From an optimization exercise on the open Yosys and OpenROAD flow, aimed at small area; shortcuts taken in it are not production practice.
Function was checked by simulation only, so behaviour that the tests miss may differ from the original.
Power is estimated from default activity; no workload was simulated.

==> inputs of run G <==
## cpu32_core
module cpu32_core (
    input  wire        clk,
    input  wire        rst,
    output wire        mem_valid,
    output wire        mem_we,
    output wire [9:0]  mem_addr,
    output wire [31:0] mem_wdata,
    input  wire        mem_ready,
    input  wire [31:0] mem_rdata,
    output wire        io_valid,
    output wire [1:0]  io_op,
    output wire [31:0] io_wdata,
    input  wire        io_ready,
    input  wire [1:0]  io_rkind,
    input  wire [31:0] io_rdata,
    output wire        retire,
    output wire [2:0]  status,
    output wire [31:0] reg_a,
    output wire [31:0] reg_b,
    output wire [31:0] reg_c,
    output wire [31:0] reg_d,
    output wire [31:0] ip,
    output wire [6:0]  stk_size
);
clock: 10.0 ns
lec_check: 0
abc_area: 1
cap_margin: 5
core_margin: 2
core_utilization: 40
slew_margin: 5
standard.sh (not shown) runs the stock make flow with config.mk's settings and CLKGATE_MAP_FILE= SYNTH_SCRIPT=/design/flow/synth_recipe.tcl, a recipe that flattens the netlist after the stock synthesis.
==> flow/flow/run.sh <==
#!/bin/bash
# The standard layout (standard.sh, unchanged synthesis and steps), with
# - the port buffers made of the smallest buffer (buf_1) instead of clkdlybuf4s50_1
# - clock tree synthesis without dummy loads, from clkbuf_8 cells
set -o pipefail
export BUFFER_PORTS_ARGS="-buffer_cell sky130_fd_sc_hd__buf_1"
export CTS_ARGS="-sink_clustering_enable -repair_clock_nets -dont_use_dummy_load -buf_list sky130_fd_sc_hd__clkbuf_8"
bash standard.sh > standard.log 2>&1
==> run M (differences from run G) <==
--- a/flow/design.v
+++ b/flow/design.v
@@ -45,24 +45,23 @@
     localparam [4:0] S_EXEC  = 5'd7;    
     localparam [4:0] S_MUL   = 5'd8;    
     localparam [4:0] S_DIVN  = 5'd9;    
     localparam [4:0] S_DIV   = 5'd10;   
     localparam [4:0] S_DIVF  = 5'd11;   
     localparam [4:0] S_SW2   = 5'd12;   
-    localparam [4:0] S_SWR   = 5'd13;   
+    localparam [4:0] S_SW3   = 5'd13;   
     localparam [4:0] S_FRAME = 5'd14;   
     localparam [4:0] S_MEMRD = 5'd15;   
     localparam [4:0] S_MEMDT = 5'd16;   
     localparam [4:0] S_MEMWR = 5'd17;   
     localparam [4:0] S_IO    = 5'd18;   
     localparam [4:0] S_EOI   = 5'd19;   
     localparam [4:0] S_FIN   = 5'd20;   
     localparam [4:0] S_DONE  = 5'd21;   
     localparam [4:0] S_STOP  = 5'd22;   
     localparam [4:0] S_DIVQ  = 5'd24;   
-    localparam [4:0] S_DEC2  = 5'd23;   
     reg [31:0] ra, rb, rc, rd;
     reg [31:0] t;
     reg [9:0]  ipl;
     reg [2:0]  st;
     reg [6:0]  size;
     reg [4:0]  state;
@@ -81,34 +80,34 @@
     wire op_w1 = (opc == OP_NOP) || (opc == OP_HALT);
     wire op_w3 = (opc == OP_MOVR) || (opc == OP_LOAD) || (opc == OP_STORE) || (opc == OP_SWAP);
     wire [1:0] width = op_w1 ? 2'd1 : op_w3 ? 2'd3 : 2'd2;
     wire op_input = (opc == OP_IN) || (opc == OP_GET);
     reg        ren;          
     reg  [1:0] rsel;         
-    reg        xs_a, xs_tsh, xs_mem, xs_io;
+    reg        xs_a, xs_t, xs_tsh, xs_mem, xs_io, xs_ones;
     reg        yinv, cin;
     reg  [1:0] wdst;         
     reg        we;           
     reg        we_all;       
     reg        t_we;         
     reg        x0_a;         
-    reg        x0_t;         
     reg        p_sel_t, p_sel_ip;
     reg  [1:0] q_off;
     reg        q_size, m_cin;
     reg mv, mwe, iov;
     wire [3:0] rhot = {4{ren}} & {rsel == 2'd3, rsel == 2'd2, rsel == 2'd1, rsel == 2'd0};
     wire [31:0] v1 = (ra & {32{rhot[0]}}) | (rb & {32{rhot[1]}}) |
                      (rc & {32{rhot[2]}}) | (rd & {32{rhot[3]}});
     wire v1_hi_zero = (v1[31:8] == 24'd0);
     wire v1_zero    = v1_hi_zero && (v1[7:0] == 8'd0);
     wire xs_io_hi = xs_io && (opc != OP_GET);
-    wire [31:0] xin = (ra & {32{xs_a}}) |
-                      ({t[30:0], (x0_a & ra[31]) | (x0_t & t[31])} & {32{xs_tsh}}) |
+    wire [31:0] xin = (ra & {32{xs_a}}) | (t & {32{xs_t}}) |
+                      ({t[30:0], x0_a & ra[31]} & {32{xs_tsh}}) |
                       (mem_rdata & {32{xs_mem}}) |
-                      ({io_rdata[31:8] & {24{xs_io_hi}}, io_rdata[7:0] & {8{xs_io}}});
+                      ({io_rdata[31:8] & {24{xs_io_hi}}, io_rdata[7:0] & {8{xs_io}}}) |
+                      {32{xs_ones}};
     wire [31:0] yin = v1 ^ {32{yinv}};
     wire [32:0] sum33 = {xin[31], xin} + {yin[31], yin} + {32'd0, cin};
     wire [31:0] s = sum33[31:0];
     wire [9:0]  p_in = p_sel_ip ? ipl : p_sel_t ? {4'd0, t[5:0]} : 10'd0;
     wire [9:0]  q_in = q_size ? {3'b111, ~size} : {8'd0, q_off};
     wire [10:0] madd = {1'b0, p_in} + {1'b0, q_in} + {10'd0, m_cin};
@@ -116,23 +115,22 @@
     assign mem_wdata = v1;
     assign io_wdata  = v1;
     assign io_op     = opc[1:0];
     assign mem_valid = mv;
     assign mem_we    = mwe;
     assign io_valid  = iov;
-    wire [4:0] cnt_inc = cnt + 5'd1;
     wire a_bit = ra[~cnt];
     wire opc_ok = (mem_rdata[31:5] == 27'd0) && (mem_rdata[4:0] <= 5'd18);
     wire opnd_ok = (mem_rdata[31:2] == 30'd0);
     wire ip_bad = (t[31:10] != 22'd0) || (ipl[9:6] == 4'hF);
     always @* begin
         ren = 1'b1; rsel = r1;
-        xs_a = 1'b0; xs_tsh = 1'b0; xs_mem = 1'b0; xs_io = 1'b0;
+        xs_a = 1'b0; xs_t = 1'b0; xs_tsh = 1'b0; xs_mem = 1'b0; xs_io = 1'b0; xs_ones = 1'b0;
         yinv = 1'b0; cin = 1'b0;
         wdst = r1; we = 1'b0; we_all = 1'b0; t_we = 1'b0;
-        x0_a = 1'b0; x0_t = 1'b0;
+        x0_a = 1'b0;
         p_sel_t = 1'b0; p_sel_ip = 1'b1; q_off = 2'd0; q_size = 1'b0; m_cin = 1'b0;
         mv = 1'b0; mwe = 1'b0; iov = 1'b0;
         case (state)
             S_RST: begin
                 ren = 1'b0; we_all = 1'b1; t_we = 1'b1;
             end
@@ -170,21 +168,18 @@
                     OP_SUB: begin
                         xs_a = 1'b1; yinv = 1'b1; cin = 1'b1; wdst = 2'd0; we = 1'b1;
                     end
                     OP_INC: begin
                         cin = 1'b1; we = 1'b1;
                     end
-                    OP_DEC: begin    
-                        yinv = 1'b1; cin = 1'b1; we = 1'b1;
+                    OP_DEC: begin
+                        xs_ones = 1'b1; we = 1'b1;
                     end
                     default: ;
                 endcase
             end
-            S_DEC2: begin
-                yinv = 1'b1; we = 1'b1;
-            end
             S_MUL: begin
                 ren = a_bit; xs_tsh = 1'b1; t_we = 1'b1;
                 wdst = 2'd0; we = (cnt == 5'd31);
             end
             S_DIVN: begin
                 rsel = 2'd0; ren = (r1 != 2'd0);
@@ -204,15 +199,14 @@
                 rsel = 2'd0; yinv = flag; cin = flag;
                 wdst = 2'd0; we = 1'b1;
             end
             S_SW2: begin
                 rsel = cnt[1:0]; we = 1'b1;
             end
-            S_SWR: begin
-                ren = 1'b0; xs_tsh = 1'b1; x0_t = 1'b1; t_we = 1'b1;
-                we = (cnt == 5'd31);
+            S_SW3: begin
+                ren = 1'b0; xs_t = 1'b1; wdst = cnt[1:0]; we = 1'b1;
             end
             S_FRAME: begin
                 p_sel_ip = 1'b0; p_sel_t = 1'b1; q_size = 1'b1; m_cin = 1'b1;
             end
             S_MEMRD: begin
                 mv = 1'b1;
@@ -360,37 +354,28 @@
                                 st    <= ST_BAD_STK;
                                 state <= S_FIN;
                             end else begin
                                 state <= S_MEMRD;
                             end
                         end
-                        OP_DEC:  state <= S_DEC2;
                         default: state <= S_FIN;    
                     endcase
                 end
-                S_DEC2: state <= S_FIN;
                 S_MUL: begin
-                    cnt  <= cnt_inc;
+                    cnt <= cnt + 5'd1;
                     if (cnt == 5'd31) state <= S_FIN;
                 end
                 S_DIVN: state <= (r1 == 2'd0) ? S_FIN : S_DIV;
                 S_DIV: state <= S_DIVQ;
                 S_DIVQ: begin
-                    cnt <= cnt_inc;
+                    cnt <= cnt + 5'd1;
                     state <= (cnt == 5'd31) ? S_DIVF : S_DIV;
                 end
                 S_DIVF: state <= S_FIN;
-                S_SW2: begin
-                    r1    <= cnt[1:0];
-                    cnt   <= 5'd0;
-                    state <= S_SWR;
-                end
-                S_SWR: begin
-                    cnt <= cnt_inc;
-                    if (cnt == 5'd31) state <= S_FIN;
-                end
+                S_SW2:  state <= S_SW3;
+                S_SW3:  state <= S_FIN;
                 S_FRAME: begin
                     if (flag || (t[31:6] != 26'd0) || madd[10]) begin
                         st    <= ST_BAD_STK;
                         state <= S_FIN;
                     end else begin
                         state <= (opc == OP_LOAD) ? S_MEMRD : S_MEMWR;
ABC_AREA = default   (was 1)
CAP_MARGIN = 20   (was 5)
SLEW_MARGIN = 20   (was 5)
==> run P (differences from run G) <==
--- a/flow/design.v
+++ b/flow/design.v
@@ -258,13 +258,13 @@
     always @(posedge clk) begin
         if (rst) begin
             state <= S_RST;
         end else begin
             case (state)
                 S_RST: begin
-                    ipl   <= 10'd0;
+                    ipl   <= s[9:0];    
                     size  <= 7'd0;
                     st    <= ST_OK;
                     state <= S_FETCH;
                 end
                 S_FETCH: begin
                     if (ip_bad) begin
@@ -397,14 +397,13 @@
                     end
                 end
                 S_MEMRD: if (mem_ready) state <= S_MEMDT;
                 S_MEMDT: state <= (opc == OP_POP) ? S_MEMWR : S_FIN;
                 S_MEMWR: begin
                     if (mem_ready) begin
-                        if (opc == OP_PUSH) size <= size + 7'd1;
-                        if (opc == OP_POP)  size <= size - 7'd1;
+                        if (opc != OP_STORE) size <= size + {{6{opc[1]}}, 1'b1};
                         state <= S_FIN;
                     end
                 end
                 S_IO: begin
                     if (io_ready) begin
                         if ((opc == OP_IN) && (io_rkind == 2'd2)) begin
CAP_MARGIN = 20   (was 5)
SLEW_MARGIN = 20   (was 5)
==> run H (differences from run G) <==
--- a/flow/design.v
+++ b/flow/design.v
@@ -45,24 +45,24 @@
     localparam [4:0] S_EXEC  = 5'd7;    
     localparam [4:0] S_MUL   = 5'd8;    
     localparam [4:0] S_DIVN  = 5'd9;    
     localparam [4:0] S_DIV   = 5'd10;   
     localparam [4:0] S_DIVF  = 5'd11;   
     localparam [4:0] S_SW2   = 5'd12;   
-    localparam [4:0] S_SWR   = 5'd13;   
+    localparam [4:0] S_SW3   = 5'd13;   
     localparam [4:0] S_FRAME = 5'd14;   
     localparam [4:0] S_MEMRD = 5'd15;   
     localparam [4:0] S_MEMDT = 5'd16;   
     localparam [4:0] S_MEMWR = 5'd17;   
     localparam [4:0] S_IO    = 5'd18;   
     localparam [4:0] S_EOI   = 5'd19;   
     localparam [4:0] S_FIN   = 5'd20;   
     localparam [4:0] S_DONE  = 5'd21;   
     localparam [4:0] S_STOP  = 5'd22;   
+    localparam [4:0] S_DIVT  = 5'd23;   
     localparam [4:0] S_DIVQ  = 5'd24;   
-    localparam [4:0] S_DEC2  = 5'd23;   
     reg [31:0] ra, rb, rc, rd;
     reg [31:0] t;
     reg [9:0]  ipl;
     reg [2:0]  st;
     reg [6:0]  size;
     reg [4:0]  state;
@@ -81,34 +81,34 @@
     wire op_w1 = (opc == OP_NOP) || (opc == OP_HALT);
     wire op_w3 = (opc == OP_MOVR) || (opc == OP_LOAD) || (opc == OP_STORE) || (opc == OP_SWAP);
     wire [1:0] width = op_w1 ? 2'd1 : op_w3 ? 2'd3 : 2'd2;
     wire op_input = (opc == OP_IN) || (opc == OP_GET);
     reg        ren;          
     reg  [1:0] rsel;         
-    reg        xs_a, xs_tsh, xs_mem, xs_io;
+    reg        xs_a, xs_t, xs_tsh, xs_mem, xs_io, xs_ones;
     reg        yinv, cin;
     reg  [1:0] wdst;         
     reg        we;           
     reg        we_all;       
     reg        t_we;         
     reg        x0_a;         
-    reg        x0_t;         
     reg        p_sel_t, p_sel_ip;
     reg  [1:0] q_off;
     reg        q_size, m_cin;
     reg mv, mwe, iov;
     wire [3:0] rhot = {4{ren}} & {rsel == 2'd3, rsel == 2'd2, rsel == 2'd1, rsel == 2'd0};
     wire [31:0] v1 = (ra & {32{rhot[0]}}) | (rb & {32{rhot[1]}}) |
                      (rc & {32{rhot[2]}}) | (rd & {32{rhot[3]}});
     wire v1_hi_zero = (v1[31:8] == 24'd0);
     wire v1_zero    = v1_hi_zero && (v1[7:0] == 8'd0);
     wire xs_io_hi = xs_io && (opc != OP_GET);
-    wire [31:0] xin = (ra & {32{xs_a}}) |
-                      ({t[30:0], (x0_a & ra[31]) | (x0_t & t[31])} & {32{xs_tsh}}) |
+    wire [31:0] xin = (ra & {32{xs_a}}) | (t & {32{xs_t}}) |
+                      ({t[30:0], x0_a & ra[31]} & {32{xs_tsh}}) |
                       (mem_rdata & {32{xs_mem}}) |
-                      ({io_rdata[31:8] & {24{xs_io_hi}}, io_rdata[7:0] & {8{xs_io}}});
+                      ({io_rdata[31:8] & {24{xs_io_hi}}, io_rdata[7:0] & {8{xs_io}}}) |
+                      {32{xs_ones}};
     wire [31:0] yin = v1 ^ {32{yinv}};
     wire [32:0] sum33 = {xin[31], xin} + {yin[31], yin} + {32'd0, cin};
     wire [31:0] s = sum33[31:0];
     wire [9:0]  p_in = p_sel_ip ? ipl : p_sel_t ? {4'd0, t[5:0]} : 10'd0;
     wire [9:0]  q_in = q_size ? {3'b111, ~size} : {8'd0, q_off};
     wire [10:0] madd = {1'b0, p_in} + {1'b0, q_in} + {10'd0, m_cin};
@@ -116,23 +116,22 @@
     assign mem_wdata = v1;
     assign io_wdata  = v1;
     assign io_op     = opc[1:0];
     assign mem_valid = mv;
     assign mem_we    = mwe;
     assign io_valid  = iov;
-    wire [4:0] cnt_inc = cnt + 5'd1;
     wire a_bit = ra[~cnt];
     wire opc_ok = (mem_rdata[31:5] == 27'd0) && (mem_rdata[4:0] <= 5'd18);
     wire opnd_ok = (mem_rdata[31:2] == 30'd0);
     wire ip_bad = (t[31:10] != 22'd0) || (ipl[9:6] == 4'hF);
     always @* begin
         ren = 1'b1; rsel = r1;
-        xs_a = 1'b0; xs_tsh = 1'b0; xs_mem = 1'b0; xs_io = 1'b0;
+        xs_a = 1'b0; xs_t = 1'b0; xs_tsh = 1'b0; xs_mem = 1'b0; xs_io = 1'b0; xs_ones = 1'b0;
         yinv = 1'b0; cin = 1'b0;
         wdst = r1; we = 1'b0; we_all = 1'b0; t_we = 1'b0;
-        x0_a = 1'b0; x0_t = 1'b0;
+        x0_a = 1'b0;
         p_sel_t = 1'b0; p_sel_ip = 1'b1; q_off = 2'd0; q_size = 1'b0; m_cin = 1'b0;
         mv = 1'b0; mwe = 1'b0; iov = 1'b0;
         case (state)
             S_RST: begin
                 ren = 1'b0; we_all = 1'b1; t_we = 1'b1;
             end
@@ -143,14 +142,14 @@
                 mv = 1'b1; q_off = 2'd1; rsel = 2'd2;
             end
             S_RD2: begin
                 mv = 1'b1; q_off = 2'd2;
             end
             S_OP1: begin
-                ren = 1'b0; xs_mem = (opc == OP_LOOP);
-                t_we = (opc != OP_LOOP) || flag;
+                ren = 1'b0; xs_mem = 1'b1;
+                t_we = (opc == OP_LOOP) && flag;
             end
             S_OP2: begin
                 case (opc)
                     OP_MOVR: begin
                         ren = 1'b0; xs_mem = 1'b1; we = 1'b1;
                     end
@@ -170,28 +169,31 @@
                     OP_SUB: begin
                         xs_a = 1'b1; yinv = 1'b1; cin = 1'b1; wdst = 2'd0; we = 1'b1;
                     end
                     OP_INC: begin
                         cin = 1'b1; we = 1'b1;
                     end
-                    OP_DEC: begin    
-                        yinv = 1'b1; cin = 1'b1; we = 1'b1;
+                    OP_DEC: begin
+                        xs_ones = 1'b1; we = 1'b1;
+                    end
+                    OP_MUL: begin   
+                        ren = 1'b0; t_we = 1'b1;
                     end
                     default: ;
                 endcase
             end
-            S_DEC2: begin
-                yinv = 1'b1; we = 1'b1;
-            end
             S_MUL: begin
                 ren = a_bit; xs_tsh = 1'b1; t_we = 1'b1;
                 wdst = 2'd0; we = (cnt == 5'd31);
             end
+            S_DIVT: begin
+                ren = 1'b0; cin = (r1 == 2'd0);
+                wdst = 2'd0; we = (r1 == 2'd0); t_we = 1'b1;
+            end
             S_DIVN: begin
-                rsel = 2'd0; ren = (r1 != 2'd0);
-                yinv = ra[31] && (r1 != 2'd0); cin = ra[31] || (r1 == 2'd0);
+                rsel = 2'd0; yinv = ra[31]; cin = ra[31];
                 wdst = 2'd0; we = 1'b1;
             end
             S_DIV: begin
                 xs_tsh = 1'b1; x0_a = 1'b1;
                 yinv = ~t[31] ^ v1[31]; cin = ~t[31] ^ v1[31];
                 t_we = 1'b1;
@@ -204,15 +206,14 @@
                 rsel = 2'd0; yinv = flag; cin = flag;
                 wdst = 2'd0; we = 1'b1;
             end
             S_SW2: begin
                 rsel = cnt[1:0]; we = 1'b1;
             end
-            S_SWR: begin
-                ren = 1'b0; xs_tsh = 1'b1; x0_t = 1'b1; t_we = 1'b1;
-                we = (cnt == 5'd31);
+            S_SW3: begin
+                ren = 1'b0; xs_t = 1'b1; wdst = cnt[1:0]; we = 1'b1;
             end
             S_FRAME: begin
                 p_sel_ip = 1'b0; p_sel_t = 1'b1; q_size = 1'b1; m_cin = 1'b1;
             end
             S_MEMRD: begin
                 mv = 1'b1;
@@ -332,13 +333,13 @@
                         OP_MUL: state <= S_MUL;
                         OP_DIV: begin
                             if (v1_zero) begin
                                 st    <= ST_DIV_ZERO;
                                 state <= S_FIN;
                             end else begin
-                                state <= S_DIVN;
+                                state <= S_DIVT;
                             end
                         end
                         OP_IN, OP_GET, OP_OUT: state <= S_IO;
                         OP_PUT: begin
                             if (!v1_hi_zero) begin
                                 st    <= ST_ILL_OPND;
@@ -360,37 +361,29 @@
                                 st    <= ST_BAD_STK;
                                 state <= S_FIN;
                             end else begin
                                 state <= S_MEMRD;
                             end
                         end
-                        OP_DEC:  state <= S_DEC2;
                         default: state <= S_FIN;    
                     endcase
                 end
-                S_DEC2: state <= S_FIN;
                 S_MUL: begin
-                    cnt  <= cnt_inc;
+                    cnt <= cnt + 5'd1;
                     if (cnt == 5'd31) state <= S_FIN;
                 end
-                S_DIVN: state <= (r1 == 2'd0) ? S_FIN : S_DIV;
+                S_DIVT: state <= (r1 == 2'd0) ? S_FIN : S_DIVN;
+                S_DIVN: state <= S_DIV;
                 S_DIV: state <= S_DIVQ;
                 S_DIVQ: begin
-                    cnt <= cnt_inc;
+                    cnt <= cnt + 5'd1;
                     state <= (cnt == 5'd31) ? S_DIVF : S_DIV;
                 end
                 S_DIVF: state <= S_FIN;
-                S_SW2: begin
-                    r1    <= cnt[1:0];
-                    cnt   <= 5'd0;
-                    state <= S_SWR;
-                end
-                S_SWR: begin
-                    cnt <= cnt_inc;
-                    if (cnt == 5'd31) state <= S_FIN;
-                end
+                S_SW2:  state <= S_SW3;
+                S_SW3:  state <= S_FIN;
                 S_FRAME: begin
                     if (flag || (t[31:6] != 26'd0) || madd[10]) begin
                         st    <= ST_BAD_STK;
                         state <= S_FIN;
                     end else begin
                         state <= (opc == OP_LOAD) ? S_MEMRD : S_MEMWR;
ABC_AREA = default   (was 1)
CAP_MARGIN = 20   (was 5)
SLEW_MARGIN = 20   (was 5)
==> notes <==
- Wire length: run P < run G < run M < run H.
- The lowest power belongs to run M, the highest to run P.
- Hold slack, lowest first: run G, run P, run M, run H.
- Final area: run G is smaller than run M (2.3%).
- Count of clock-buffer cells in the layout is the same in run H and run P.
- Setup slack: run H < run P < run G < run M.
- The lowest combinational power belongs to run M, the highest to run P.
- Fmax: run M > run G > run P > run H.

separate check: timing with driven ports:
The flow's constraints put no driver on any port. The routed layouts listed below were extracted and timed again, unchanged, in two steps. Step 1 sets driving cells, clkbuf_16 on the clock port and buf_2 on the other inputs (assumed; they add their load-dependent delay and slew). Step 2 adds t to the input delays and takes it off the output delays; t is the mean of the earliest and latest rising clock arrival at the registers after step 1. Input paths then give back, and output paths get back, about the clock's delay inside the block. Three values: ideal ports, drivers, drivers and shift; two values: the first two.
run	t, ns	setup WS [ns]	worst setup path after step 2
run G	0.533	2.339 / 2.339 / 2.339	register to register
run M	0.531	2.387 / 2.387 / 2.387	register to register
run P	0.559	2.135 / 2.135 / 2.135	register to register
run H	0.556	1.610 / 1.610 / 1.610	register to register
After both steps every run listed still meets setup and hold.
